Background: an optimization exercise with open tools, aiming at small area, a short achievable clock period and few clock cycles per item. Do not read the settings as production practice.
Only simulation tests tie the RTL to the original design; equivalence was not proved.

==> design/flow/design.v <==
module lbm_trad_table (
    input  wire [7:0] raw,
    input  wire       mode,
    output reg  [6:0] target
);
    always @(*) begin
        if (raw > 8'd224)
            target = 7'd0;
        else if (mode) begin
            target = 7'd0;
            if (raw >= 8'd10) target = 7'd1;
            if (raw >= 8'd27) target = 7'd2;
            if (raw >= 8'd43) target = 7'd3;
            if (raw >= 8'd59) target = 7'd4;
            if (raw >= 8'd73) target = 7'd5;
            if (raw >= 8'd86) target = 7'd6;
            if (raw >= 8'd97) target = 7'd7;
            if (raw >= 8'd108) target = 7'd8;
            if (raw >= 8'd116) target = 7'd9;
            if (raw >= 8'd124) target = 7'd10;
            if (raw >= 8'd129) target = 7'd11;
            if (raw >= 8'd133) target = 7'd12;
        end
        else begin
            target = 7'd0;
            if (raw >= 8'd19) target = 7'd1;
            if (raw >= 8'd30) target = 7'd2;
            if (raw >= 8'd41) target = 7'd3;
            if (raw >= 8'd50) target = 7'd4;
            if (raw >= 8'd58) target = 7'd5;
            if (raw >= 8'd66) target = 7'd6;
            if (raw >= 8'd73) target = 7'd7;
            if (raw >= 8'd80) target = 7'd8;
            if (raw >= 8'd87) target = 7'd9;
            if (raw >= 8'd93) target = 7'd10;
            if (raw >= 8'd98) target = 7'd11;
            if (raw >= 8'd103) target = 7'd12;
            if (raw >= 8'd108) target = 7'd13;
            if (raw >= 8'd110) target = 7'd14;
            if (raw >= 8'd111) target = 7'd17;
            if (raw >= 8'd112) target = 7'd19;
            if (raw >= 8'd113) target = 7'd21;
            if (raw >= 8'd114) target = 7'd24;
            if (raw >= 8'd115) target = 7'd27;
            if (raw >= 8'd116) target = 7'd29;
            if (raw >= 8'd117) target = 7'd32;
            if (raw >= 8'd118) target = 7'd34;
            if (raw >= 8'd119) target = 7'd37;
            if (raw >= 8'd120) target = 7'd40;
            if (raw >= 8'd121) target = 7'd43;
            if (raw >= 8'd122) target = 7'd45;
            if (raw >= 8'd123) target = 7'd64;
        end
    end
endmodule
module lbm_log_table (
    input  wire [6:0] idx,
    output reg  [7:0] r,
    output reg  [5:0] g
);
    always @(*) begin
        case (idx)
            7'd0: begin r = 8'd0; g = 6'd0; end
            7'd1: begin r = 8'd0; g = 6'd0; end
            7'd2: begin r = 8'd0; g = 6'd0; end
            7'd3: begin r = 8'd0; g = 6'd0; end
            7'd4: begin r = 8'd0; g = 6'd0; end
            7'd5: begin r = 8'd0; g = 6'd0; end
            7'd6: begin r = 8'd0; g = 6'd0; end
            7'd7: begin r = 8'd0; g = 6'd0; end
            7'd8: begin r = 8'd0; g = 6'd0; end
            7'd9: begin r = 8'd0; g = 6'd0; end
            7'd10: begin r = 8'd0; g = 6'd0; end
            7'd11: begin r = 8'd0; g = 6'd0; end
            7'd12: begin r = 8'd0; g = 6'd0; end
            7'd13: begin r = 8'd0; g = 6'd0; end
            7'd14: begin r = 8'd0; g = 6'd0; end
            7'd15: begin r = 8'd0; g = 6'd0; end
            7'd16: begin r = 8'd0; g = 6'd0; end
            7'd17: begin r = 8'd0; g = 6'd0; end
            7'd18: begin r = 8'd0; g = 6'd0; end
            7'd19: begin r = 8'd0; g = 6'd0; end
            7'd20: begin r = 8'd0; g = 6'd0; end
            7'd21: begin r = 8'd0; g = 6'd0; end
            7'd22: begin r = 8'd0; g = 6'd1; end
            7'd23: begin r = 8'd0; g = 6'd1; end
            7'd24: begin r = 8'd0; g = 6'd1; end
            7'd25: begin r = 8'd0; g = 6'd1; end
            7'd26: begin r = 8'd0; g = 6'd1; end
            7'd27: begin r = 8'd0; g = 6'd1; end
            7'd28: begin r = 8'd0; g = 6'd1; end
            7'd29: begin r = 8'd0; g = 6'd1; end
            7'd30: begin r = 8'd0; g = 6'd1; end
            7'd31: begin r = 8'd0; g = 6'd1; end
            7'd32: begin r = 8'd0; g = 6'd1; end
            7'd33: begin r = 8'd0; g = 6'd1; end
            7'd34: begin r = 8'd0; g = 6'd1; end
            7'd35: begin r = 8'd0; g = 6'd1; end
            7'd36: begin r = 8'd0; g = 6'd1; end
            7'd37: begin r = 8'd0; g = 6'd1; end
            7'd38: begin r = 8'd0; g = 6'd1; end
            7'd39: begin r = 8'd0; g = 6'd1; end
            7'd40: begin r = 8'd0; g = 6'd1; end
            7'd41: begin r = 8'd0; g = 6'd1; end
            7'd42: begin r = 8'd0; g = 6'd2; end
            7'd43: begin r = 8'd0; g = 6'd2; end
            7'd44: begin r = 8'd0; g = 6'd2; end
            7'd45: begin r = 8'd0; g = 6'd2; end
            7'd46: begin r = 8'd0; g = 6'd2; end
            7'd47: begin r = 8'd0; g = 6'd2; end
            7'd48: begin r = 8'd0; g = 6'd2; end
            7'd49: begin r = 8'd0; g = 6'd2; end
            7'd50: begin r = 8'd0; g = 6'd2; end
            7'd51: begin r = 8'd0; g = 6'd2; end
            7'd52: begin r = 8'd0; g = 6'd2; end
            7'd53: begin r = 8'd0; g = 6'd2; end
            7'd54: begin r = 8'd0; g = 6'd3; end
            7'd55: begin r = 8'd0; g = 6'd3; end
            7'd56: begin r = 8'd0; g = 6'd3; end
            7'd57: begin r = 8'd0; g = 6'd3; end
            7'd58: begin r = 8'd0; g = 6'd3; end
            7'd59: begin r = 8'd0; g = 6'd3; end
            7'd60: begin r = 8'd0; g = 6'd3; end
            7'd61: begin r = 8'd0; g = 6'd3; end
            7'd62: begin r = 8'd0; g = 6'd4; end
            7'd63: begin r = 8'd0; g = 6'd4; end
            7'd64: begin r = 8'd0; g = 6'd4; end
            7'd65: begin r = 8'd0; g = 6'd4; end
            7'd66: begin r = 8'd0; g = 6'd4; end
            7'd67: begin r = 8'd0; g = 6'd5; end
            7'd68: begin r = 8'd0; g = 6'd5; end
            7'd69: begin r = 8'd0; g = 6'd5; end
            7'd70: begin r = 8'd0; g = 6'd5; end
            7'd71: begin r = 8'd0; g = 6'd5; end
            7'd72: begin r = 8'd0; g = 6'd6; end
            7'd73: begin r = 8'd0; g = 6'd6; end
            7'd74: begin r = 8'd0; g = 6'd6; end
            7'd75: begin r = 8'd0; g = 6'd6; end
            7'd76: begin r = 8'd0; g = 6'd6; end
            7'd77: begin r = 8'd0; g = 6'd7; end
            7'd78: begin r = 8'd0; g = 6'd7; end
            7'd79: begin r = 8'd0; g = 6'd7; end
            7'd80: begin r = 8'd0; g = 6'd7; end
            7'd81: begin r = 8'd0; g = 6'd8; end
            7'd82: begin r = 8'd0; g = 6'd8; end
            7'd83: begin r = 8'd0; g = 6'd8; end
            7'd84: begin r = 8'd0; g = 6'd9; end
            7'd85: begin r = 8'd0; g = 6'd9; end
            7'd86: begin r = 8'd0; g = 6'd10; end
            7'd87: begin r = 8'd0; g = 6'd10; end
            7'd88: begin r = 8'd0; g = 6'd10; end
            7'd89: begin r = 8'd0; g = 6'd11; end
            7'd90: begin r = 8'd0; g = 6'd11; end
            7'd91: begin r = 8'd0; g = 6'd11; end
            7'd92: begin r = 8'd0; g = 6'd12; end
            7'd93: begin r = 8'd0; g = 6'd12; end
            7'd94: begin r = 8'd0; g = 6'd13; end
            7'd95: begin r = 8'd0; g = 6'd13; end
            7'd96: begin r = 8'd0; g = 6'd14; end
            7'd97: begin r = 8'd0; g = 6'd14; end
            7'd98: begin r = 8'd0; g = 6'd15; end
            7'd99: begin r = 8'd0; g = 6'd15; end
            7'd100: begin r = 8'd0; g = 6'd16; end
            7'd101: begin r = 8'd0; g = 6'd17; end
            7'd102: begin r = 8'd0; g = 6'd17; end
            7'd103: begin r = 8'd0; g = 6'd18; end
            7'd104: begin r = 8'd0; g = 6'd19; end
            7'd105: begin r = 8'd0; g = 6'd19; end
            7'd106: begin r = 8'd0; g = 6'd20; end
            7'd107: begin r = 8'd0; g = 6'd21; end
            7'd108: begin r = 8'd0; g = 6'd22; end
            7'd109: begin r = 8'd0; g = 6'd22; end
            7'd110: begin r = 8'd0; g = 6'd23; end
            7'd111: begin r = 8'd0; g = 6'd24; end
            7'd112: begin r = 8'd0; g = 6'd25; end
            7'd113: begin r = 8'd0; g = 6'd26; end
            7'd114: begin r = 8'd0; g = 6'd27; end
            7'd115: begin r = 8'd0; g = 6'd28; end
            7'd116: begin r = 8'd0; g = 6'd29; end
            7'd117: begin r = 8'd0; g = 6'd30; end
            7'd118: begin r = 8'd0; g = 6'd31; end
            7'd119: begin r = 8'd0; g = 6'd33; end
            7'd120: begin r = 8'd9; g = 6'd34; end
            7'd121: begin r = 8'd20; g = 6'd35; end
            7'd122: begin r = 8'd33; g = 6'd37; end
            7'd123: begin r = 8'd46; g = 6'd39; end
            7'd124: begin r = 8'd125; g = 6'd0; end
            7'd125: begin r = 8'd165; g = 6'd0; end
            7'd126: begin r = 8'd210; g = 6'd0; end
            7'd127: begin r = 8'd255; g = 6'd0; end
            default: begin r = 8'd0; g = 6'd0; end
        endcase
    end
endmodule
module lbm_curve (
    input  wire [7:0] raw,
    input  wire       mode,
    output wire [6:0] target
);
    lbm_trad_table u_tab (.raw(raw), .mode(mode), .target(target));
endmodule
module lbm_pair (
    input  wire [159:0] audio,      
    output wire [79:0]  pkeys       
);
    function gt8(input [7:0] a, input [7:0] b);
        integer i;
        reg g, n;
        begin
            g = 1'b0; n = 1'b1;
            for (i = 7; i >= 0; i = i - 1) begin
                g = g | (n & a[i] & ~b[i]);
                n = n & (a[i] | ~b[i]);
            end
            gt8 = g;
        end
    endfunction
    genvar j;
    generate
        for (j = 0; j < 10; j = j + 1) begin : g_pair
            wire [7:0] s0 = audio[16*j +: 8];
            wire [7:0] s1 = audio[16*j+8 +: 8];
            wire [7:0] k0 = {s0[6:0] ^ {7{~s0[7]}}, ~s0[7]};
            wire [7:0] k1 = {s1[6:0] ^ {7{~s1[7]}}, ~s1[7]};
            assign pkeys[8*j +: 8] = gt8(k0, k1) ? k0 : k1;
        end
    endgenerate
endmodule
module lbm_peak (
    input  wire [79:0] keys,
    output wire [7:0]  pkey
);
    wire [9:0] alive [0:8];
    assign alive[8] = 10'h3FF;
    genvar j, b;
    generate
        for (b = 7; b >= 0; b = b - 1) begin : g_bit
            wire [9:0] hit;
            for (j = 0; j < 10; j = j + 1) begin : g_j
                assign hit[j] = alive[b+1][j] & keys[8*j+b];
            end
            assign pkey[b]  = |hit;
            assign alive[b] = pkey[b] ? hit : alive[b+1];
        end
    endgenerate
endmodule
module lbm_vu_color (
    input  wire [6:0] idx,
    output wire [7:0] r,
    output wire [5:0] g
);
    lbm_log_table u_tab (.idx(idx), .r(r), .g(g));
endmodule
module lbm_dsp (
    input  wire         clk,
    input  wire         rst,
    input  wire         in_valid,
    output wire         in_ready,
    input  wire [1:0]   in_op,        
    input  wire         in_mode,      
    input  wire [7:0]   in_raw,       
    input  wire [159:0] in_audio,     
    output reg          out_valid,
    output reg  [6:0]   out_target,
    output wire [15:0]  out_vu,
    output wire [7:0]   out_r,
    output wire [7:0]   out_g,
    output wire [7:0]   out_b
);
    localparam OP_TARGET = 2'd0;
    localparam OP_VUSAMP = 2'd1;
    localparam OP_VUMAX  = 2'd2;
    assign in_ready = 1'b1;
    reg         c_valid;
    reg [1:0]   c_op;
    reg         c_mode;
    reg [7:0]   c_raw;
    reg [79:0]  c_pair;      
    wire [79:0] pair;
    lbm_pair u_pair (.audio(in_audio), .pkeys(pair));
    always @(posedge clk) begin
        c_valid <= in_valid & ~rst;
        c_op    <= in_op;
        c_mode  <= in_mode;
        c_raw   <= in_raw;
        c_pair  <= pair;
    end
    wire [6:0] target;
    lbm_curve u_curve (.raw(c_raw), .mode(c_mode), .target(target));
    wire [7:0] pkey;
    lbm_peak u_peak (.keys(c_pair), .pkey(pkey));
    wire       d_valid  = c_valid;
    wire       d_samp   = c_valid & (c_op == OP_VUSAMP);
    wire       d_vmax   = c_valid & (c_op == OP_VUMAX);
    wire [7:0] d_pkey   = pkey;
    wire [6:0] d_target = (c_op == OP_TARGET) ? target : 7'd0;
    reg [15:0] vu_state;
    reg [7:0]  win0, win1, win2;    
    reg [7:0]  col_r;
    reg [5:0]  col_g;
    wire [31:0] wkeys = {win2, win1, win0, d_pkey};
    wire [3:0]  walive [0:8];
    wire [7:0]  skey;
    assign walive[8] = 4'hF;
    genvar wb, wj;
    generate
        for (wb = 7; wb >= 0; wb = wb - 1) begin : g_wbit
            wire [3:0] hit;
            for (wj = 0; wj < 4; wj = wj + 1) begin : g_wj
                assign hit[wj] = walive[wb+1][wj] & wkeys[8*wj+wb];
            end
            assign skey[wb]   = |hit;
            assign walive[wb] = skey[wb] ? hit : walive[wb+1];
        end
    endgenerate
    wire [7:0] sig  = {1'b0, skey[7:1]} + {7'd0, skey[0]};    
    wire [15:0] decay  = vu_state + {4'hF, ~vu_state[15:4]} + {15'd0, ~|vu_state[3:0]};
    reg         hi_gt;
    integer     ai;
    always @(*) begin
        hi_gt = 1'b0;
        for (ai = 8; ai < 16; ai = ai + 1)
            hi_gt = (sig[ai-8] & ~vu_state[ai]) | (~(sig[ai-8] ^ vu_state[ai]) & hi_gt);
    end
    wire        attack = hi_gt | ((sig == vu_state[15:8]) & (vu_state[7:0] == 8'd0));
    wire        dzero  = (vu_state <= 16'd273);    
    wire [8:0] didx = {1'b0, decay[15:8]} + {8'd0, decay[7]};
    reg  [6:0] idx;
    always @(*) begin
        if (d_vmax)
            idx = 7'd127;
        else if (attack)
            idx = sig[7] ? 7'd127 : sig[6:0];
        else if (dzero)
            idx = 7'd0;
        else
            idx = (didx[8] | didx[7]) ? 7'd127 : didx[6:0];
    end
    wire [7:0] nr;
    wire [5:0] ng;
    lbm_vu_color u_color (.idx(idx), .r(nr), .g(ng));
    always @(posedge clk) begin
        if (rst) begin
            vu_state <= 16'd0;
            win0 <= 8'd0; win1 <= 8'd0; win2 <= 8'd0;
            col_r <= 8'd0;
            col_g <= 6'd0;
            out_valid <= 1'b0;
        end else begin
            out_valid <= d_valid;
            if (d_samp) begin
                vu_state <= attack ? {sig, 8'd0} : dzero ? 16'd0 : decay;
                win0 <= d_pkey; win1 <= win0; win2 <= win1;
            end else if (d_vmax) begin
                vu_state <= 16'hFFFF;
            end
            if (d_samp | d_vmax) begin
                col_r <= nr;
                col_g <= ng;
            end
        end
        out_target <= d_target;
    end
    assign out_vu = vu_state;
    assign out_r  = col_r;
    assign out_g  = {2'd0, col_g};
    assign out_b  = 8'd0;
endmodule
==> design/flow/flow/run.sh <==
#!/bin/bash
# The standard layout, with two changes to how it is built:
#  - port buffers are sky130_fd_sc_hd__buf_1 (buffer_ports -buffer_cell)
#    instead of the cell buffer_ports picks by itself;
#  - clock tree synthesis adds no dummy loads and builds the tree of
#    sky130_fd_sc_hd__clkbuf_8 only.
# Every tool's output goes to the ORFS logs under orfs/logs; make's own
# output goes to standard.log here.
set -euo pipefail
export BUFFER_PORTS_ARGS="-buffer_cell sky130_fd_sc_hd__buf_1"
export CTS_ARGS="-sink_clustering_enable -repair_clock_nets -dont_use_dummy_load -buf_list {sky130_fd_sc_hd__clkbuf_4 sky130_fd_sc_hd__clkbuf_8}"
bash standard.sh finish > standard.log 2>&1
==> design/flow/standard.sh <==
#!/bin/bash
# synth_recipe.tcl (not shown) runs the flow's synth.tcl, then flattens the netlist and writes it again
# the make line also repeats each setting of config.mk as NAME=value (left out here)
make -C /OpenROAD-flow-scripts/flow DESIGN_CONFIG=/design/flow/config.mk WORK_HOME=/design/flow/orfs CLKGATE_MAP_FILE= SYNTH_SCRIPT=/design/flow/synth_recipe.tcl "${@:-finish}"
==> design/flow/config.mk <==
export PLATFORM = sky130hd
export DESIGN_NAME = lbm_dsp
export DESIGN_NICKNAME = lbm_dsp
export VERILOG_FILES = /design/flow/design.v
export SDC_FILE = /design/flow/constraint.sdc
export NUM_CORES = 4
export LEC_CHECK = 0
export ABC_AREA = 1
export CAP_MARGIN = 20
export CORE_MARGIN = 2
export CORE_UTILIZATION = 55
export SLEW_MARGIN = 20
==> design/flow/constraint.sdc <==
create_clock -name core_clock -period 70.0 [get_ports {clk}]
set_input_delay 14.0000 -clock core_clock [delete_from_list [all_inputs] [get_ports {clk}]]
set_output_delay 14.0000 -clock core_clock [all_outputs]
set_load 0.01 [all_outputs]
==> impl_metrics.ini, run 1 <==
[run_status]
status = complete, no violations

[die]
die_x_um = 149.5
die_area_sq_mm = 0.02235
initial_core_util = 0.5574
io_pins = 223
rows = 53
die_y_um = 149.5
core-area_sq_mm = 0.02089

[global_routing]
grt_pass1_vias = 10585
grt_overflow = 0
grtUsageTotal = 0.2647
grt_max_degree = 41
grt_pass1_wl_mm = 48.62
antenna_found_initial = 2

[cells_and_area]
multi_input_area_sq_mm = 0.007441
synthToLayoutAreaGrowth_pct = 9.177
final_layout_size_suffix_gt1_frac = 0.04774
nets = 2156
nFillCells = 2132
finalCoreUtilization = 0.6086
num_antenna_cells = 0
register_area_sq_mm = 0.003083

[clock_network]
cts-root-buf = clkbuf_8
post_cts_resized = 0
clk_pin_slew_ps = 80
htreeDepth = 4
clock-sinks = 154
clkLatencyLatePin_ps = 460
cts_tree = yes
cts_made_buffers = 17
cts_buffer_depth = 2
hold_buffers = 0
cts_setup_buffers = 0

[detailed_routing]
wl_mm = 29.44
num_vias = 11730
ant_nets = 0
drcViolationCount = 0
post_drt_wl_per_cell_um = 13.24
first_pass_iters = 8
detail_route.vias_per_cell = 5.277
drt_iter0_drc = 549

[sta]
rsz0062_at_grt = false
post-route-period-util = 0.2265
min_period_ps = 15860
finalSetupViolations = 0
finClkSkew_ps = 23.74
max_slew.worst_pin.slew_ps = 974.8
fmax_mhz = 63.06
maxSlewViolCount = 0
fin_setup_tns_ps = 0
holdWs_ps = 453.1
max-slew-margin-rel = 0.3494
hold_viol_final = 0

[synthesis]
synth.most_common_cell = nand2_1
ys_ff_latch = 154
yosys.area.top_type_share = 0.2648
yosys.cell_types.count = 52
yosys.area.top_type = dfxtp_1
synth_commonest_cells = nand2_1, inv_1, o21ai_0
ys_warn_count = 5
synth_area_sq_mm = 0.01164
synthFlopType = dfxtp_1
synth_area_leaders = dfxtp_1, nand2_1, xor2_1
ys_seq_area_frac = 0.2648
synth-edff-count = 0
syn_area_per_cell_sq_um = 6.552
synth_cells = 1777
ys_async_sr_fraction = 0

[placement]
place_hpwl_mm = 23.11
gp_congestion = 0.9580
port-buffer-count = 211

[setup_path]
start_kind = input port
end_kind = flop
required_ps = 70310
critPathKind = in2reg
crit_fanout = 14
critical_path_arrival_ps = 16160

[run]
maxCapViolCount = 0

[worst_hold_path]
hp-class = reg2reg
## cell usage in the layout (no fill, tap or decap), types with 4 or more instances in the layout
cell,synthesis,layout
o21ai_0,187,187
nor3_1,13,12
nand3_1,83,83
nor2_1,125,125
buf_1,0,211
nor2_2,6,6
or2_2,4,4
nand3_2,10,10
nand4_1,35,35
a31oi_1,12,12
o21ai_1,20,20
dfxtp_1,154,154
nand2_1,430,430
o2111ai_1,4,4
o211ai_1,23,23
ha_1,30,30
inv_1,200,200
nand2_2,16,16
conb_1,2,11
a221oi_1,12,12
inv_2,11,11
a21oi_1,95,95
o22ai_1,6,6
o21bai_1,16,16
nor2_4,11,11
clkbuf_8,0,17
xnor2_1,23,23
xor2_1,137,137
## through the flow
stage          std cells  cell area (sq um)  worst slack, ps
6_report            2223              12710            54140
5_1_grt             2223              12710            53880
4_1_cts             2223              12710            54150
3_5_place_dp        2206              12480            53650
3_3_place_gp        2206              12480            53780
2_1_floorplan       1786              11680            53920
## worst paths after layout
kind / from / endpoint / slack [ps] / depth (start not counted)
min reg2reg: win2[4] / win2[4] / 450 / 2
max: in_audio[135] / c_pair[65] / 54140 / 11
min: win2[4] / win2[4] / 450 / 2
max reg2reg: c_pair[79] / col_g[0] / 58740 / 67
## flip-flops by register name (all words and copies together), names as in the netlist
name        count
out_valid       1
c_valid         1
win2            8
c_mode          1
out_target      7
col_g           6
c_op            2
c_raw           8
win1            8
c_pair         80
col_r           8
win0            8
vu_state       16
## cell families after synthesis
kind of cell,Yosys count,synth area share
buf+inv,281,0.09951
simple gates,749,0.2843
other cells,2,0.0006450
mux,1,0.0009670
fa+ha+maj,32,0.03568
xor+xnor,160,0.1204
flops,154,0.2648
compound gates,398,0.1937
## layer usage
metal,track usage,part of all wire,vias to the layer above
li1,-,-,6128
met1,0.3399,0.45,5207
met2,0.4548,0.47,351
met3,0.04482,0.058,40
met4,0.07857,0.016,4
met5,0,0.00088,-
## final cells by class
type | instances | area share
tap | 275 | 0.02707
clock buffer | 17 | 0.01841
timing repair buffer | 214 | 0.06407
sequential | 154 | 0.2425
multi-input combinational | 1351 | 0.5853
inverter | 212 | 0.06260
## critical path, cell delays in order
cell      delay, ps
buf_1           360
xor2_1          180
inv_1            80
or2_2           270
and3_1          140
a221oi_1        210
o211ai_1        130
a221oi_1        270
o22ai_1         300
nand2_1         120
o21ai_0         100
Testbench counts, summed over its fixed seeds: cycles 16,016, items 16,000.
==> run 2, diff against run 1 <==
--- a/design/flow/flow/run.sh
+++ b/design/flow/flow/run.sh
@@ -4,2 +4,5 @@
 #    instead of the cell buffer_ports picks by itself;
+#  - the resizer's timing repair (floorplan, CTS and global-route steps) aims
+#    for a setup slack of 54.9 ns at the design's 70 ns clock, so that it
+#    works on the slowest input-to-register paths;
 #  - clock tree synthesis adds no dummy loads and builds the tree of
@@ -10,3 +13,4 @@
 export BUFFER_PORTS_ARGS="-buffer_cell sky130_fd_sc_hd__buf_1"
-export CTS_ARGS="-sink_clustering_enable -repair_clock_nets -dont_use_dummy_load -buf_list {sky130_fd_sc_hd__clkbuf_4 sky130_fd_sc_hd__clkbuf_8}"
+export SETUP_SLACK_MARGIN=54.9
+export CTS_ARGS="-sink_clustering_enable -repair_clock_nets -dont_use_dummy_load -buf_list sky130_fd_sc_hd__clkbuf_8"
 bash standard.sh finish > standard.log 2>&1
==> run 2 against run 1 <==
  * Still clean
  * First-iteration DRC count increased by 26%
  * Register-to-register slack improved by 100 ps
  * Routed wire length increased by 4.8%
  * Critical path depth unchanged
  * Design area increased by 6.6%
  * Synthesized cell count unchanged
  * Critical endpoint is now c_pair[21]
  * Largest cell class unchanged
==> impl_metrics.ini, run 2 <==
[clock_network]
cts_tree = yes
htreeDepth = 4
hold_buffers = 0
cts-root-buf = clkbuf_8
clock-sinks = 154
cts_buffer_depth = 2
clkLatencyLatePin_ps = 450
clk_pin_slew_ps = 80
cts_made_buffers = 17

[sta]
min_period_ps = 15420
rsz0062_at_grt = true
max-slew-margin-rel = 0.4519
finalSetupViolations = 0
hold_viol_final = 0
post-route-period-util = 0.2202
fmax_mhz = 64.86
max_slew.worst_pin.slew_ps = 817.1
finClkSkew_ps = 22.22
fin_setup_tns_ps = 0
maxSlewViolCount = 0

[synthesis]
syn_area_per_cell_sq_um = 6.552
synth_cells = 1777
ys_warn_count = 5
synth_top_family_by_area = simple AND/OR/NAND/NOR gates
yosys.area.top_type = dfxtp_1
synth_compound_area_frac = 0.1937
ys_async_sr_fraction = 0
synth_commonest_cells = nand2_1, inv_1, o21ai_0
synth.mux.area_fraction = 0.0009671
synth_area_sq_mm = 0.01164
yosys.area.top_type_share = 0.2648
ys_ff_latch = 154
synth_adder_area_share = 0.03568
ys_seq_area_frac = 0.2648
synth_area_leaders = dfxtp_1, nand2_1, xor2_1
synth.most_common_cell = nand2_1
synth-xor-area-share = 0.1204
synthFlopType = dfxtp_1
yosys.cell_types.count = 52
synth-simple-area-share = 0.2843
synth-edff-count = 0

[setup_path]
crit_fanout = 7
critical_path_arrival_ps = 15730
start_kind = input port
critPathKind = in2reg
required_ps = 70310
end_kind = flop

[cells_and_area]
finalCoreUtilization = 0.6486
synthToLayoutAreaGrowth_pct = 16.36
final_layout_size_suffix_gt1_frac = 0.1040
nets = 2188
layout_commonest_cell = nand2_1
final_cell_mix = nand2_1, inv_1, buf_1, dfxtp_1, nor2_1
top_regs = c_pair (80), vu_state (16)
largest_reg_flops = 80
largest-register = c_pair

[global_routing]
grtUsageTotal = 0.2656
antenna_found_initial = 0
grt_pass1_vias = 10751
grt_max_degree = 41
grt_overflow = 0
grt_pass1_wl_mm = 48.95

[run]
maxCapViolCount = 0

[die]
core-area_sq_mm = 0.02089
initial_core_util = 0.5574
die_x_um = 149.5
die_area_sq_mm = 0.02235
die_y_um = 149.5
rows = 53
io_pins = 223

[detailed_routing]
ant_nets = 0
drt_iter0_drc = 694
first_pass_iters = 6
drcViolationCount = 0
post_drt_wl_per_cell_um = 13.68
wl_mm = 30.85
detail_route.vias_per_cell = 5.335
num_vias = 12036

[placement]
gp_congestion = 0.9304
port-buffer-count = 211
place_hpwl_mm = 23.34

[run_status]
status = complete, no violations

[worst_hold_path]
hp-class = reg2reg
==> run 2: through the flow <==
stage	area (sq um)	hold slack, ps	cells	worst slack [ps]
2_1_floorplan	12340	430.0	1786	54180
3_3_place_gp	12680	451.5	2206	53690
3_5_place_dp	12680	453.9	2206	53630
4_1_cts	13250	467.0	2237	54670
5_1_grt	13550	482.6	2255	54500
6_report	13550	465.6	2256	54580
==> run 2: cell families (layout without fill, tap and decap cells) <==
group | count (synthesis) | in the layout
fa+ha+maj | 32 | 32
other cells | 2 | 12
xor+xnor | 160 | 160
mux | 1 | 1
flops | 154 | 154
compound gates | 398 | 402
buf+inv | 281 | 465
simple gates | 749 | 755
==> run 2: area by class of cell <==
type	instances	area (sq um)
Inverter	212	799.5
Antenna cell	1	2.502
Timing Repair inverter	1	7.507
Timing Repair Buffer	235	1135
Fill cell	1973	7341
Multi-Input combinational cell	1361	7941
Tap cell	275	344.1
Sequential cell	154	3084
Clock buffer	17	234.0
==> run 2: repair_timing <==
action | in CTS | in global routing
pin swaps | 31 | 36
cloned | 5 | 6
buffers inserted | 9 | 12
endpoints found under the setup margin | 70 | 98
resized for setup | 70 | 45
==> run 2: worst paths after layout <==
path	startpoint	endpoint	slack, ps	cells after the start
setup reg to reg	c_pair[79]	col_g[0]	58840	68
setup / recovery	in_audio[39]	c_pair[21]	54580	11
hold / removal	col_r[4]	col_r[4]	470	2
hold reg to reg	col_r[4]	col_r[4]	470	2
==> run 2: critical path, stage by stage <==
cell      delay [ps]
buf_12           100
xor2_1           140
inv_1             70
or2_4            240
and3_4           150
a221oi_2         180
o211ai_1         130
a221oi_2         340
o22ai_2          190
nor2_1           140
a21oi_1           40
==> run 2: layer usage <==
metal / global-route usage / share of wire / vias to the layer above
li1: - / - / 6209
met1: 0.3369 / 0.44 / 5377
met2: 0.4610 / 0.48 / 390
met3: 0.03384 / 0.053 / 60
met4: 0.09762 / 0.030 / 0
met5: 0 / 0 / -
==> run 3, diff against run 2 <==
--- a/design/flow/flow/run.sh
+++ b/design/flow/flow/run.sh
@@ -4,5 +4,2 @@
 #    instead of the cell buffer_ports picks by itself;
-#  - the resizer's timing repair (floorplan, CTS and global-route steps) aims
-#    for a setup slack of 54.9 ns at the design's 70 ns clock, so that it
-#    works on the slowest input-to-register paths;
 #  - clock tree synthesis adds no dummy loads and builds the tree of
@@ -13,3 +10,2 @@
 export BUFFER_PORTS_ARGS="-buffer_cell sky130_fd_sc_hd__buf_1"
-export SETUP_SLACK_MARGIN=54.9
 export CTS_ARGS="-sink_clustering_enable -repair_clock_nets -dont_use_dummy_load -buf_list sky130_fd_sc_hd__clkbuf_8"
--- a/design/flow/config.mk
+++ b/design/flow/config.mk
@@ -10,3 +10,3 @@
 export CORE_MARGIN = 2
-export CORE_UTILIZATION = 55
+export CORE_UTILIZATION = 75
 export SLEW_MARGIN = 20
==> run 3 against run 2 <==
  * Design area fell by 7.0%
  * Routed wire length fell by 1.1%
  * Highest routed layer is now met5
  * Die area fell by 26%
  * Still clean on timing, DRC and antenna
  * Clock skew rose by 3.2 ps
  * Largest cell class unchanged
==> impl_metrics.ini, run 3 <==
[synthesis]
synth_adder_area_share = 0.03568
synth_top_family_by_area = simple AND/OR/NAND/NOR gates
synth-edff-count = 0
synth_cells = 1777
yosys.area.top_type = dfxtp_1
yosys.area.top_type_share = 0.2648
synth_area_leaders = dfxtp_1, nand2_1, xor2_1
ys_seq_area_frac = 0.2648
synth.most_common_cell = nand2_1
synth-xor-area-share = 0.1204
synth.mux.area_fraction = 0.0009671
synth-simple-area-share = 0.2843
ys_warn_count = 5
synthFlopType = dfxtp_1
synth_area_sq_mm = 0.01164
ys_async_sr_fraction = 0
synth_compound_area_frac = 0.1937
yosys.cell_types.count = 52
syn_area_per_cell_sq_um = 6.552
synth_commonest_cells = nand2_1, inv_1, o21ai_0
ys_ff_latch = 154

[sta]
rsz0062_at_grt = false
finalSetupViolations = 0
fmax_mhz = 63.04
post-route-period-util = 0.2266
max_slew.worst_pin.slew_ps = 971.5
fin_setup_tns_ps = 0
finClkSkew_ps = 25.38
hold_viol_final = 0
maxSlewViolCount = 0
max-slew-margin-rel = 0.3516
min_period_ps = 15860

[clock_network]
post_cts_resized = 0
clkLatencyLatePin_ps = 480
htreeDepth = 4
cts_buffer_depth = 2
hold_buffers = 0
clock-sinks = 154
cts_tree = yes
clk_pin_slew_ps = 70
cts_setup_buffers = 0
cts-root-buf = clkbuf_8
cts_made_buffers = 17

[run_status]
status = complete, no violations

[setup_path]
start_kind = input port
crit_fanout = 14
end_kind = flop
required_ps = 70320
critPathKind = in2reg
critical_path_arrival_ps = 16180

[detailed_routing]
wl_mm = 30.50
ant_nets = 0
drcViolationCount = 0
detail_route.vias_per_cell = 5.808
drt_iter0_drc = 1282
post_drt_wl_per_cell_um = 14.27
first_pass_iters = 8
num_vias = 12412

[placement]
gp_congestion = 0.9593
dp.cells = 2119
port-buffer-count = 211
place_hpwl_mm = 23.54

[die]
core-area_sq_mm = 0.01520
initial_core_util = 0.7659
die_x_um = 128.6
io_pins = 223
die_area_sq_mm = 0.01654
rows = 45
die_y_um = 128.6

[cells_and_area]
top_regs = c_pair (80), vu_state (16)
final_layout_size_suffix_gt1_frac = 0.04774
largest-register = c_pair
nets = 2156
nFillCells = 1069
layout_commonest_cell = nand2_1
largest_reg_flops = 80
finalCoreUtilization = 0.8292
final_cell_mix = nand2_1, buf_1, inv_1, o21ai_0, dfxtp_1
synthToLayoutAreaGrowth_pct = 8.263
finalNonFillerCells = 2137

[global_routing]
grtUsageTotal = 0.3620
grt_max_degree = 41
grt_overflow = 0
grt_pass1_wl_mm = 49.38
antenna_found_initial = 2
grt_pass1_vias = 11306

[worst_hold_path]
hp-class = reg2reg

[run]
maxCapViolCount = 0
-- run 3: cell families (layout without fill, tap and decap cells) --
logic type / after synthesis / after routing
adders and majority gates: 32 / 32
buffers and inverters: 281 / 443
AOI/OAI and AO/OA: 398 / 398
and+or+nand+nor: 749 / 749
muxes: 1 / 1
other: 2 / 12
xor gates and xnor gates: 160 / 160
DFF: 154 / 154
-- run 3: worst max-delay path: stages --
cell	delay, ps
buf_1	400
xor2_1	190
or2_2	310
and3_1	140
a221oi_1	200
o211ai_1	130
a221oi_1	260
o22ai_1	310
nand2_1	150
o21ai_0	90
-- run 3: area by class of cell --
class / count / area [sq um] / share of cell area
Inverter: 212 / 795.8 / 0.06313
Tap cell: 188 / 235.2 / 0.01866
Clock buffer: 17 / 234.0 / 0.01856
Antenna cell: 1 / 2.502 / 0.0001985
Sequential cell: 154 / 3083 / 0.2446
Multi-Input combinational cell: 1351 / 7441 / 0.5903
Timing Repair Buffer: 214 / 814.5 / 0.06462
-- run 3: layer usage --
metal  vias to the layer above  wire, um  track usage
met4                         2      1301       0.1784
li1                       6146         -            -
met3                       129      2532      0.07027
met2                       668     14530       0.6333
met5                         -        13            0
met1                      5467     12120       0.4253
-- run 3: path summary, 6_finish.rpt --
check | slack [ps] | to | from | cells past startpoint
min | 470 | col_r[1] | col_r[1] | 2
min reg2reg | 470 | col_r[1] | col_r[1] | 2
max reg2reg | 58540 | col_g[0] | c_pair[71] | 70
max | 54140 | c_pair[19] | in_audio[47] | 10
-- run 3: per-stage QoR --
step	hold slack (ps)	cell area, sq um	worst slack [ps]
global placement	442.3	12370	53810
floorplan	430.0	11680	53920
global route	490.5	12600	53820
detailed placement	465.4	12370	53670
finish	473.2	12610	54140
CTS	475.8	12600	54150
==> run 4, diff against run 3 <==
--- a/design/flow/design.v
+++ b/design/flow/design.v
@@ -317,10 +317,12 @@
     wire [15:0] decay  = vu_state + {4'hF, ~vu_state[15:4]} + {15'd0, ~|vu_state[3:0]};
-    reg         hi_gt;
+    reg         hi_gt, hi_ge;
     integer     ai;
     always @(*) begin
-        hi_gt = 1'b0;
-        for (ai = 8; ai < 16; ai = ai + 1)
-            hi_gt = (sig[ai-8] & ~vu_state[ai]) | (~(sig[ai-8] ^ vu_state[ai]) & hi_gt);
+        hi_gt = 1'b0; hi_ge = 1'b1;
+        for (ai = 15; ai >= 8; ai = ai - 1) begin
+            hi_gt = hi_gt | (hi_ge & sig[ai-8] & ~vu_state[ai]);
+            hi_ge = hi_ge & (sig[ai-8] | ~vu_state[ai]);
+        end
     end
-    wire        attack = hi_gt | ((sig == vu_state[15:8]) & (vu_state[7:0] == 8'd0));
+    wire        attack = hi_gt | (hi_ge & (vu_state[7:0] == 8'd0));
     wire        dzero  = (vu_state <= 16'd273);    
--- a/design/flow/config.mk
+++ b/design/flow/config.mk
@@ -10,3 +10,3 @@
 export CORE_MARGIN = 2
-export CORE_UTILIZATION = 75
+export CORE_UTILIZATION = 55
 export SLEW_MARGIN = 20
==> run 4 against run 3 <==
  * Still clean on timing, DRC and antenna
  * Fmax hardly changed
  * Sequential share of layout area is 0.48 points lower
  * Core utilization is 22 points lower
  * Design area is 2.0% higher
  * Worst setup slack better by 3.1 ps
  * Synthesized area is 1.2% higher
  * Global-route usage is 9.4 points lower
  * Critical path type unchanged
==> impl_metrics.ini, run 4 <==
[run_status]
status = complete, no violations

[setup_path]
r2r_slack_ps = 59780
required_ps = 70320
crit_path_cell_trace = buf_1 > xor2_1 > or2_2 > and3_1 > a221oi_1 > o211ai_1 > a221oi_1 > o22ai_1 > nor2_1 > a21oi_1
start_kind = input port
slowest_delay_ps = 400
crit_fanout = 14
cp_common_cell = a221oi_1
critical_path_arrival_ps = 16180
path_delay_family = compound AO/OA/AOI/OAI gates
path_buf_inv = 1
critPathKind = in2reg
end_kind = flop
crit_path_top_delay_cell = buf_1

[synthesis]
ys_async_sr_fraction = 0
synthFlopType = dfxtp_1
yosys.cell_types.count = 57
ys_ff_latch = 154
ys_warn_count = 5
yosys.area.top_type_share = 0.2616
synth.most_common_cell = nand2_1
yosys.area.top_type = dfxtp_1
synth_area_leaders = dfxtp_1, nand2_1, xor2_1
synth-edff-count = 0
ys_seq_area_frac = 0.2616
synth_cells = 1780
synth_area_sq_mm = 0.01178
syn_area_per_cell_sq_um = 6.620
synth_commonest_cells = nand2_1, inv_1, o21ai_0

[placement]
pre_cts_ws_ps = 53690
port-buffer-count = 211
place_area_sq_mm = 0.01260
place_hpwl_mm = 23.97
gp_congestion = 0.9199

[clock_network]
cts-root-buf = clkbuf_8
post_cts_resized = 0
hold_buffers = 0
clkLatencyLatePin_ps = 460
cts_tree = yes
clock-sinks = 154
htreeDepth = 4
cts_made_buffers = 17
cts_setup_buffers = 0
clk_pin_slew_ps = 80
cts_buffer_depth = 2

[cells_and_area]
final_cell_mix = nand2_1, buf_1, inv_1, o21ai_0, dfxtp_1
final_layout_size_suffix_gt1_frac = 0.06564
num_antenna_cells = 0
largest-register = c_pair
nFillCells = 2113
nets = 2150
layout_commonest_cell = nand2_1
top_regs = c_pair (80), vu_state (16)
final_area_sq_mm = 0.01286
largest_reg_flops = 80
synthToLayoutAreaGrowth_pct = 9.121

[global_routing]
grt_overflow = 0
grtUsageTotal = 0.2677
antenna_found_initial = 0
grt_pass1_wl_mm = 49.32
grt_max_degree = 40
grt_pass1_vias = 10793

[sta]
hold_viol_final = 0
min_period_ps = 15860
fmax_mhz = 63.06
rsz0062_at_grt = false
holdWs_ps = 434.7
finalSetupViolations = 0
max-slew-margin-rel = 0.4229
max_slew.worst_pin.slew_ps = 860.3
fin_setup_tns_ps = 0
post-route-period-util = 0.2266
maxSlewViolCount = 0
finClkSkew_ps = 20.24
worst_slack_ps = 54140

[die]
die_x_um = 150.4
rows = 53
initial_core_util = 0.5606
die_area_sq_mm = 0.02261
io_pins = 223
core-area_sq_mm = 0.02102
die_y_um = 150.4

[detailed_routing]
detail_route.vias_per_cell = 5.317
first_pass_iters = 5
num_vias = 11830
drt_iter0_drc = 628
drcViolationCount = 0
ant_nets = 0
post_drt_wl_per_cell_um = 13.66
wl_mm = 30.39

[worst_hold_path]
hp-class = reg2reg

[run]
maxCapViolCount = 0
==> run 4: cell types whose count changed after synthesis, moves of 6 or more <==
cell / delta
nand2_1: -10
or2_2: +8
o21bai_1: -8
nand3_1: -24
o221ai_1: +6
nand3_2: +15
o211ai_1: +6
a21oi_1: -10
o21ai_1: -6
nor2_1: +12
ha_1: -8
==> run 4: kinds of logic after synthesis <==
| group | synth area share |
|---|---|
| multiplexers | 0.0009555 |
| other | 0.0006373 |
| XOR/XNOR | 0.1174 |
| buffers and inverters | 0.1013 |
| AO/OA/AOI/OAI | 0.1896 |
| adder cells (fa/ha/maj) | 0.02761 |
| flip-flops | 0.2616 |
| AND/OR/NAND/NOR | 0.3008 |
==> run 4: through the flow <==
stage            util  instances
6_report       0.6117       2225
5_1_grt        0.6117       2225
4_1_cts        0.6104       2224
3_5_place_dp   0.5993       2207
3_3_place_gp   0.5993       2207
2_1_floorplan       -       1789
==> run 4: final timing paths <==
check               startpoint             to  cells past startpoint
hold / removal          c_mode  out_target[6]                      1
hold reg to reg         c_mode  out_target[6]                      1
setup / recovery  in_audio[15]      c_pair[5]                     10
setup reg to reg    c_pair[63]       col_g[0]                     66
==> run 4: layout make-up <==
type,count,area (sq um),share of cell area
sequential,154,3083,0.2398
tap,275,344.1,0.02676
timing repair buffer,215,842.1,0.06549
inverter,215,809.5,0.06296
multi-input combinational,1349,7546,0.5868
clock buffer,17,234.0,0.01820
==> run 4: metal layers <==
layer	vias to the layer above	GRT usage	part of all wire
met4	0	0.1019	0.031
li1	6129	-	-
met5	-	0	0
met3	69	0.03939	0.051
met1	5284	0.3188	0.42
met2	348	0.4839	0.49
Testbench counts of run 4, summed over its fixed seeds: cycles 16,016, items 16,000.
==> run 5, diff against run 4 <==
==> design/flow/flow/run.sh (replaced) <==
#!/bin/bash
# The standard layout (standard.sh), with three changes to how it is built:
#  - synthesis is the standard one (synth_recipe.tcl and ORFS's synth.tcl,
#    unchanged) except that ABC maps the logic with flow/abc_area.script, an
#    area-oriented &nf mapping, in place of ORFS's abc_area.script. ORFS's
#    scripts are copied to abc_scripts/ with that one file replaced, and
#    only the synth step is run with SCRIPTS_DIR pointing there. Flip-flops
#    are mapped by dfflibmap before ABC runs, so the registers are the
#    standard synthesis's;
#  - port buffers are sky130_fd_sc_hd__buf_1 (buffer_ports -buffer_cell)
#    instead of the cell buffer_ports picks by itself;
#  - clock tree synthesis adds no dummy loads and builds the tree of
#    sky130_fd_sc_hd__clkbuf_8 only.
# Every tool's output goes to the ORFS logs under orfs/logs; make's own
# output goes to synth.log and standard.log here.
set -euo pipefail
rm -rf abc_scripts
cp -r "$FLOW_HOME/scripts" abc_scripts
cp flow/abc_area.script abc_scripts/abc_area.script
export BUFFER_PORTS_ARGS="-buffer_cell sky130_fd_sc_hd__buf_1"
export SETUP_SLACK_MARGIN=54.4
export CTS_ARGS="-sink_clustering_enable -repair_clock_nets -dont_use_dummy_load -buf_list sky130_fd_sc_hd__clkbuf_8"
SCRIPTS_DIR="$PWD/abc_scripts" bash standard.sh synth > synth.log 2>&1
bash standard.sh finish > standard.log 2>&1
==> design/flow/flow/abc_area.script (new file) <==
strash
&get -n
&dch -f
&nf -R 1000 -p
&put
==> run 5 against run 4 <==
  * Still clean on timing, DRC and antenna
  * Cell count shrank 20%
  * Critical path depth is the same
  * Global-route usage shrank 0.35 points
  * Fmax grew 2.2%
  * Core utilization grew 4.0 points
  * Worst setup slack gained 340 ps
  * Die area shrank 14%
  * Hold slack gained 20 ps
  * Count of clock-buffer cells in the layout is the same
  * Highest routed layer unchanged
==> impl_metrics.ini, run 5 <==
[setup_path]
required_ps = 70310
r2r_end = col_g[0]
path_buf_inv = 1
critical_path_arrival_ps = 15830
critPathKind = in2reg
crit_path_top_delay_cell = a221o_1
crit_fanout = 9
end_kind = flop
r2r_cells = 56
start_kind = input port
path_delay_family = compound AO/OA/AOI/OAI gates
crit_path_cell_trace = buf_2 > xor2_1 > maj3_1 > nor2_1 > a221oi_1 > o21ai_1 > o21ai_0 > a221o_1 > o21ai_2 > a21oi_1
slowest_delay_ps = 410
r2r_slack_ps = 56730
r2r-start = c_pair[31]

[global_routing]
antenna_found_initial = 0
grt_overflow = 0
grt_pass1_wl_mm = 42.90
grt_max_degree = 57
grt_pass1_vias = 9071
grtUsageTotal = 0.2642

[sta]
worst_slack_ps = 54480
max-slew-margin-rel = 0.3841
post-route-period-util = 0.2216
fin_setup_tns_ps = 0
finalSetupViolations = 0
holdWs_ps = 454.4
max_slew.worst_pin.slew_ps = 920.5
finClkSkew_ps = 23.21
hold_viol_final = 0
fmax_mhz = 64.45
rsz0062_at_grt = false
min_period_ps = 15520
maxSlewViolCount = 0

[cells_and_area]
final_layout_size_suffix_gt1_frac = 0.05677
largest_reg_flops = 80
final_cell_mix = buf_1, nand2_1, dfxtp_1, nor2_1, o21ai_0
synthToLayoutAreaGrowth_pct = 16.55
num_antenna_cells = 0
nets = 1750
layout_commonest_cell = buf_1
finalNonFillerCells = 1779
largest-register = c_pair
top_regs = c_pair (80), vu_state (16)

[die]
die_y_um = 139.1
rows = 49
core-area_sq_mm = 0.01796
io_pins = 223
initial_core_util = 0.5590
die_x_um = 139.1
die_area_sq_mm = 0.01936

[synthesis]
synth_area_sq_mm = 0.01004
yosys.area.top_type = dfxtp_1
synthFlopType = dfxtp_1
yosys.cell_types.count = 60
synth_cells = 1302
ys_seq_area_frac = 0.3070
synth_area_leaders = dfxtp_1, xor2_1, o21ai_0
synth.most_common_cell = nand2_1
ys_ff_latch = 154
syn_area_per_cell_sq_um = 7.713
ys_async_sr_fraction = 0
ys_warn_count = 5
synth-edff-count = 0
synth_commonest_cells = nand2_1, dfxtp_1, nor2_1
yosys.area.top_type_share = 0.3070

[worst_hold_path]
holdPathStages = 2
min-delay-start = col_g[3]
hp-class = reg2reg
whs_endpoint = col_g[3]

[detailed_routing]
ant_nets = 0
num_vias = 10179
first_pass_iters = 6
detail_route.vias_per_cell = 5.722
wl_mm = 26.63
drt_iter0_drc = 739
post_drt_wl_per_cell_um = 14.97
drcViolationCount = 0

[clock_network]
clk_pin_slew_ps = 70
cts-root-buf = clkbuf_8
cts_made_buffers = 17
cts_tree = yes
clkLatencyLatePin_ps = 450
htreeDepth = 4
clock-sinks = 154
cts_buffer_depth = 2

[placement]
place_hpwl_mm = 20.23
pre_cts_ws_ps = 53740
gp_congestion = 0.8882
dp.cells = 1750
port-buffer-count = 211

[run]
maxCapViolCount = 0

[run_status]
status = complete, no violations
==> run 5: cells by family (layout without fill, tap and decap cells) <==
kind of cell | after synthesis | in the layout | synth area share
buf+inv | 50 | 287 | 0.02280
xor+xnor | 162 | 162 | 0.1413
mux | 19 | 19 | 0.01894
flops | 154 | 154 | 0.3070
other cells | 2 | 11 | 0.0007478
simple gates | 418 | 418 | 0.1807
fa+ha+maj | 29 | 29 | 0.03638
compound gates | 468 | 470 | 0.2922
==> run 5: stage by stage <==
step                        util  area, sq um
after floorplan                -        10120
after global placement    0.6235        11200
after detailed placement  0.6235        11200
after CTS                 0.6418        11530
after global routing      0.6515        11700
final                     0.6515        11700
==> run 5: worst max path at each step <==
stage	from	to	slack, ps	cells after the start
3_3_place_gp	in_audio[79]	c_pair[34]	53750	10
5_1_grt	in_audio[15]	c_pair[4]	54350	12
6_report	in_audio[47]	c_pair[23]	54480	10
2_1_floorplan	in_audio[95]	c_pair[40]	54410	8
3_5_place_dp	in_audio[79]	c_pair[38]	53740	10
4_1_cts	in_audio[143]	c_pair[68]	54420	12
==> run 5: area by class of cell <==
cell class	instances	area, sq um
inverters	39	146.4
clock buffers	17	234.0
well taps	229	286.5
fillers	1611	6260
repair buffers	231	993.5
flip-flops and latches	154	3083
multi-input cells	1109	6960
==> run 5: repair_timing <==
action                                  4_1_cts  5_1_grt
gates cloned                                  0        2
endpoints found under the setup margin       67       72
resized for setup                            12       39
hold buffers                                  0        0
buffers inserted                              9        0
endpoints found under the hold margin         0        0
pin swaps                                     3        4
==> run 5: metal layers <==
metal  vias up  part of all wire  GRT usage
met1      4583              0.45     0.3458
met5         -                 0          0
li1       5196                 -          -
met2       353              0.47     0.4433
met4         0             0.023    0.09410
met3        47             0.056    0.04178
==> run 5: worst min-delay path: cells and delay by family, from the launching register on <==
family / cells / cell delay (ps)
flops: 1 / 310
simple gates: 1 / 50
compound gates: 1 / 50
==> run 6, diff against run 5 <==
--- a/design/flow/flow/run.sh
+++ b/design/flow/flow/run.sh
@@ -20,3 +20,2 @@
 export BUFFER_PORTS_ARGS="-buffer_cell sky130_fd_sc_hd__buf_1"
-export SETUP_SLACK_MARGIN=54.4
 export CTS_ARGS="-sink_clustering_enable -repair_clock_nets -dont_use_dummy_load -buf_list sky130_fd_sc_hd__clkbuf_8"
==> design/flow/flow/abc_area.script (replaced) <==
strash
&get -n
&dch -f
&nf -R 1000 -p -E 100
&put
==> run 6 against run 5 <==
  * Non-clock buffer count decreased by 7
  * Highest routed layer unchanged
  * Register-to-register slack got worse by 50 ps
  * Clock skew up 7.6 ps
==> impl_metrics.ini, run 6 <==
[run_status]
status = complete, no violations

[setup_path]
startpoint = in_audio[111]
slowest_delay_ps = 650
r2r_slack_ps = 56680
required_ps = 70370
critical_path_arrival_ps = 16400
crit_path_top_delay_cell = a21oi_1
path_buf_inv = 1
r2r_cells = 57
r2r_end = col_g[1]
start_kind = input port
crit_fanout = 13
critPathKind = in2reg
cp_common_cell = a21oi_1
r2r-start = c_pair[31]
path_delay_family = compound AO/OA/AOI/OAI gates
end_kind = flop
crit_path_cell_trace = buf_1 > xnor2_1 > a22oi_1 > a21oi_1 > o221ai_1 > a21oi_1 > a221oi_1 > nor2_1 > a21oi_1 > mux2i_1

[placement]
port-buffer-count = 211
dp.cells = 1763
place_hpwl_mm = 19.49
gp_congestion = 0.8957

[synthesis]
synth_area_sq_mm = 0.01008
ys_async_sr_fraction = 0
yosys.area.top_type_share = 0.3057
ys_warn_count = 5
synth_area_leaders = dfxtp_1, xor2_1, nor2_1
synth_cells = 1312
synth_commonest_cells = nor2_1, dfxtp_1, nand2_1
yosys.area.top_type = dfxtp_1
ys_seq_area_frac = 0.3057
synth.most_common_cell = nor2_1
synthFlopType = dfxtp_1
synth-edff-count = 0
ys_ff_latch = 154
syn_area_per_cell_sq_um = 7.686
yosys.cell_types.count = 56

[global_routing]
grtUsageTotal = 0.2533
grt_max_degree = 57
antenna_found_initial = 0
grt_pass1_vias = 9114
grt_overflow = 0
grt_pass1_wl_mm = 41.66

[cells_and_area]
layout_commonest_cell = buf_1
register_area_sq_mm = 0.003083
num_antenna_cells = 0
largest-register = c_pair
final_cell_mix = buf_1, nor2_1, dfxtp_1, nand2_1, a21oi_1
top_regs = c_pair (80), vu_state (16)
final_layout_size_suffix_gt1_frac = 0.02321
synthToLayoutAreaGrowth_pct = 13.77
nFillCells = 1691
finalNonFillerCells = 1780
largest_reg_flops = 80
multi_input_area_sq_mm = 0.006749
nets = 1751

[detailed_routing]
detail_route.vias_per_cell = 5.675
ant_nets = 0
drt_iter0_drc = 634
wl_mm = 25.42
num_vias = 10101
first_pass_iters = 6
drcViolationCount = 0
post_drt_wl_per_cell_um = 14.28

[clock_network]
cts_setup_buffers = 0
hold_buffers = 0
post_cts_resized = 0
clk_pin_slew_ps = 70
htreeDepth = 4
cts_tree = yes
cts-root-buf = clkbuf_8
clkLatencyLatePin_ps = 460
cts_buffer_depth = 2
clock-sinks = 154
cts_made_buffers = 17

[sta]
fin_setup_tns_ps = 0
min_period_ps = 16030
finClkSkew_ps = 30.80
hold_viol_final = 0
max_slew.worst_pin.slew_ps = 993.9
finalSetupViolations = 0
holdWs_ps = 462.5
post-route-period-util = 0.2290
fmax_mhz = 62.39
maxSlewViolCount = 0
max-slew-margin-rel = 0.3350
rsz0062_at_grt = false

[run]
maxCapViolCount = 0

[worst_hold_path]
hp-class = reg2reg
holdPathStages = 2
whs_endpoint = col_r[0]
min-delay-start = col_r[0]

[die]
io_pins = 223
rows = 49
die_x_um = 139.4
die_area_sq_mm = 0.01943
initial_core_util = 0.5613
die_y_um = 139.4
core-area_sq_mm = 0.01796
run 6: worst max path at each step:
stage | to | slack, ps | cells past startpoint
detailed placement | c_pair[62] | 53450 | 12
floorplan | c_pair[43] | 54190 | 11
global route | c_pair[38] | 53670 | 10
finish | c_pair[48] | 53970 | 10
global placement | c_pair[41] | 53550 | 12
CTS | c_pair[62] | 53920 | 12
run 6: worst register-to-register path: cells and delay by family, from the launching register on:
kind | cells | cell delay (ps)
AOI/OAI and AO/OA | 20 | 4560
xor gates and xnor gates | 1 | 210
buffers and inverters | 6 | 1440
and+or+nand+nor | 26 | 5690
adders and majority gates | 4 | 980
DFF | 1 | 340
run 6: logic make-up after synthesis:
logic type / Yosys count / share of synthesized area
AO/OA/AOI/OAI: 441 / 0.2784
AND/OR/NAND/NOR: 431 / 0.1865
XOR/XNOR: 163 / 0.1416
flip-flops: 154 / 0.3057
buffers and inverters: 72 / 0.03090
adder cells (fa/ha/maj): 28 / 0.03524
multiplexers: 21 / 0.02085
other: 2 / 0.0007448
run 6: layer usage:
metal,vias to the layer above,global-route usage,share of wire
met3,35,0.03785,0.046
li1,5221,-,-
met1,4553,0.3311,0.47
met4,0,0.07921,0.020
met5,-,0,0
met2,292,0.4324,0.47
run 6: layout make-up:
cell class | count | share of cell area
Tap cell | 229 | 0.02498
Timing Repair Buffer | 224 | 0.07765
Sequential cell | 154 | 0.2687
Inverter | 61 | 0.01996
Multi-Input combinational cell | 1095 | 0.5883
Clock buffer | 17 | 0.02039
run 6: stage by stage:
step	util	worst slack (ps)	instance area, sq um
6_report	0.6386	53970	11470
2_1_floorplan	-	54190	10120
3_3_place_gp	0.6253	53550	11230
5_1_grt	0.6386	53670	11470
3_5_place_dp	0.6253	53450	11230
4_1_cts	0.6383	53920	11470
==> run 7, diff against run 6 <==
==> design/flow/flow/abc_area.script (replaced) <==
strash
&get -n
&dch -f
&nf -R 1000 -p -F 10 -C 32
&put
==> run 7 against run 6 <==
  * Critical endpoint is now c_pair[6]
  * Clock skew is 2.7 ps lower
  * Sequential cell count stayed put
  * Routed wire length is 0.72% higher
  * Cell count is 0.96% lower
  * Design area is 0.51% lower
  * Still clean
  * Synthesized area is 0.42% lower
  * Non-clock buffer count is 3 lower
  * Critical path type unchanged
  * Largest cell class unchanged
==> impl_metrics.ini, run 7 <==
[run_status]
status = complete, no violations

[cells_and_area]
final_cell_mix = buf_1, dfxtp_1, nor2_1, nand2_1, a21oi_1
final_layout_size_suffix_gt1_frac = 0.02086
nets = 1734
top_regs = c_pair (80), vu_state (16)
synthToLayoutAreaGrowth_pct = 13.67
largest_reg_flops = 80
layout_commonest_cell = buf_1
finalNonFillerCells = 1763
largest-register = c_pair
num_antenna_cells = 0

[global_routing]
grtUsageTotal = 0.2614
grt_pass1_wl_mm = 42.97
met3_usage = 0.04523
grt_overflow = 0
grt_max_degree = 57
grt_use_met1 = 0.3333
antenna_found_initial = 0
top_usage_layer = met2
grt_pass1_vias = 9277
grtUsageMet2 = 0.4509

[die]
initial_core_util = 0.5590
die_x_um = 139.1
core-area_sq_mm = 0.01796
io_pins = 223
die_y_um = 139.1
die_area_sq_mm = 0.01935
rows = 49

[clock_network]
htreeDepth = 4
clk_pin_slew_ps = 70
cts-root-buf = clkbuf_8
post_cts_resized = 0
cts_buffer_depth = 2
clkLatencyLatePin_ps = 460
hold_buffers = 0
cts_made_buffers = 17
clock-sinks = 154
cts_tree = yes
cts_setup_buffers = 0

[setup_path]
slowest_delay_ps = 690
critical_path_arrival_ps = 16410
cp_common_cell = o21ai_0
critPathKind = in2reg
r2r-start = c_pair[63]
r2r_cells = 59
crit_fanout = 12
r2r_end = col_g[0]
crit_path_top_delay_cell = a21oi_1
start_kind = input port
crit_path_cell_trace = buf_1 > xor2_1 > clkinv_1 > o22a_1 > a221oi_1 > o21ai_0 > o21ai_0 > a221oi_1 > a21oi_1 > o21ai_0
required_ps = 70290
path_delay_family = compound AO/OA/AOI/OAI gates
end_kind = flop
path_buf_inv = 2
r2r_slack_ps = 56870

[sta]
rsz0062_at_grt = false
finClkSkew_ps = 28.11
post-route-period-util = 0.2303
fin_setup_tns_ps = 0
min_period_ps = 16120
holdWs_ps = 458.0
maxSlewViolCount = 0
max_slew.worst_pin.slew_ps = 1070
finalSetupViolations = 0
max-slew-margin-rel = 0.2865
hold_viol_final = 0
fmax_mhz = 62.03

[worst_hold_path]
min-delay-start = win2[6]
whs_endpoint = win2[6]
hp-class = reg2reg
holdPathStages = 2

[detailed_routing]
drcViolationCount = 0
wl_mm = 25.60
num_vias = 10049
drt_iter0_drc = 687
detail_route.vias_per_cell = 5.700
first_pass_iters = 5
ant_nets = 0
post_drt_wl_per_cell_um = 14.52

[synthesis]
ys_ff_latch = 154
yosys.area.top_type = dfxtp_1
synth_commonest_cells = dfxtp_1, nor2_1, nand2_1
synth_area_leaders = dfxtp_1, xor2_1, a21oi_1
synth-edff-count = 0
yosys.cell_types.count = 59
ys_warn_count = 5
syn_area_per_cell_sq_um = 7.736
synth_cells = 1298
ys_seq_area_frac = 0.3070
synthFlopType = dfxtp_1
synth_area_sq_mm = 0.01004
synth.most_common_cell = dfxtp_1
yosys.area.top_type_share = 0.3070
ys_async_sr_fraction = 0

[run]
maxCapViolCount = 0

[placement]
dp.cells = 1746
place_hpwl_mm = 19.45
port-buffer-count = 211
gp_congestion = 0.9035
-- run 7: cell types whose count changed in the layout (fill, tap and decap cells not counted), moves of 10 or more --
cell	before	now
nor2_1	183	141
o21ai_0	102	124
a21oi_1	124	137
a22oi_1	24	12
nor2b_1	11	23
o22ai_1	34	22
nand2_1	130	140
-- run 7: worst max-delay path by stage --
| stage | from | end | cells past startpoint |
|---|---|---|---|
| 3_3_place_gp | in_audio[127] | c_pair[61] | 12 |
| 2_1_floorplan | in_audio[95] | c_pair[43] | 11 |
| 5_1_grt | in_audio[7] | c_pair[1] | 10 |
| 4_1_cts | in_audio[127] | c_pair[59] | 12 |
| 3_5_place_dp | in_audio[127] | c_pair[59] | 12 |
| 6_report | in_audio[15] | c_pair[6] | 10 |
-- run 7: layout make-up --
cell class | instances | area (sq um)
Sequential cell | 154 | 3083
Fill cell | 1686 | 6550
Tap cell | 229 | 286.5
Timing Repair Buffer | 221 | 868.3
Clock buffer | 17 | 234.0
Inverter | 59 | 221.5
Multi-Input combinational cell | 1083 | 6720
-- run 7: stage by stage --
step | cell area, sq um | utilization | worst slack (ps)
after global placement | 11170 | 0.6216 | 53540
after CTS | 11400 | 0.6346 | 53920
after detailed placement | 11170 | 0.6216 | 53430
final | 11410 | 0.6354 | 53880
after global routing | 11410 | 0.6354 | 53590
after floorplan | 10070 | - | 54150
-- run 7: layer usage --
layer,vias up,routed length [um],share of wire
li1,5188,-,-
met4,0,549,0.021
met3,52,1365,0.053
met2,347,12150,0.47
met5,-,0,0
met1,4462,11540,0.45
-- run 7: logic make-up after synthesis --
kind of cell,count (synthesis),share of synthesized area
AND/OR/NAND/NOR,406,0.1802
AO/OA/AOI/OAI,456,0.2852
flip-flops,154,0.3070
multiplexers,19,0.01894
XOR/XNOR,163,0.1422
buffers and inverters,70,0.03028
other,2,0.0007479
adder cells (fa/ha/maj),28,0.03539
-- run 7: worst register-to-register path, delay by kind of cell, from the launching register on --
| kind | cells | cell delay, ps |
|---|---|---|
| simple gates | 23 | 4260 |
| compound gates | 26 | 5780 |
| flops | 1 | 390 |
| xor+xnor | 1 | 300 |
| buf+inv | 6 | 1550 |
| fa+ha+maj | 3 | 720 |

[port drivers added, routing unchanged]
No port has a modelled driver above. Below, the same layouts with a new extraction and two added sets of constraints. Step 1, drivers: a clkbuf_16 drives clk and a buf_2 each remaining input, both assumed. Step 2, shift: input delay + t, output delay - t, t = (earliest + latest rising clock arrival at the registers) / 2. This alone moves slack from input paths to output paths. Three values: ideal ports, drivers, drivers and shift; two values: the first two.
run | t, ns | setup slack, ns | clock arrival spread, ns | slew at the worst register clock pin (ns) | pins driven straight from the clock port
run 1 | 0.489 | 54.143 / 54.164 / 53.675 | 0.025 / 0.024 | 0.09 / 0.09 | 1
run 2 | 0.478 | 54.583 / 54.578 / 54.100 | 0.022 / 0.022 | 0.08 / 0.08 | 1
run 3 | 0.502 | 54.138 / 54.151 / 53.648 | 0.026 / 0.025 | 0.09 / 0.09 | 1
run 4 | 0.489 | 54.141 / 54.159 / 53.669 | 0.022 / 0.021 | 0.08 / 0.08 | 1
run 5 | 0.485 | 54.485 / 54.510 / 54.024 | 0.023 / 0.023 | 0.08 / 0.08 | 1
run 6 | 0.482 | 53.972 / 53.985 / 53.504 | 0.030 / 0.031 | 0.09 / 0.09 | 1
run 7 | 0.484 | 53.878 / 53.886 / 53.401 | 0.029 / 0.029 | 0.09 / 0.09 | 1
After both steps every run listed still meets setup and hold. For run 3, which loses most, drivers alone change the setup slack by +0.013 ns; drivers and shift together by -0.490 ns.
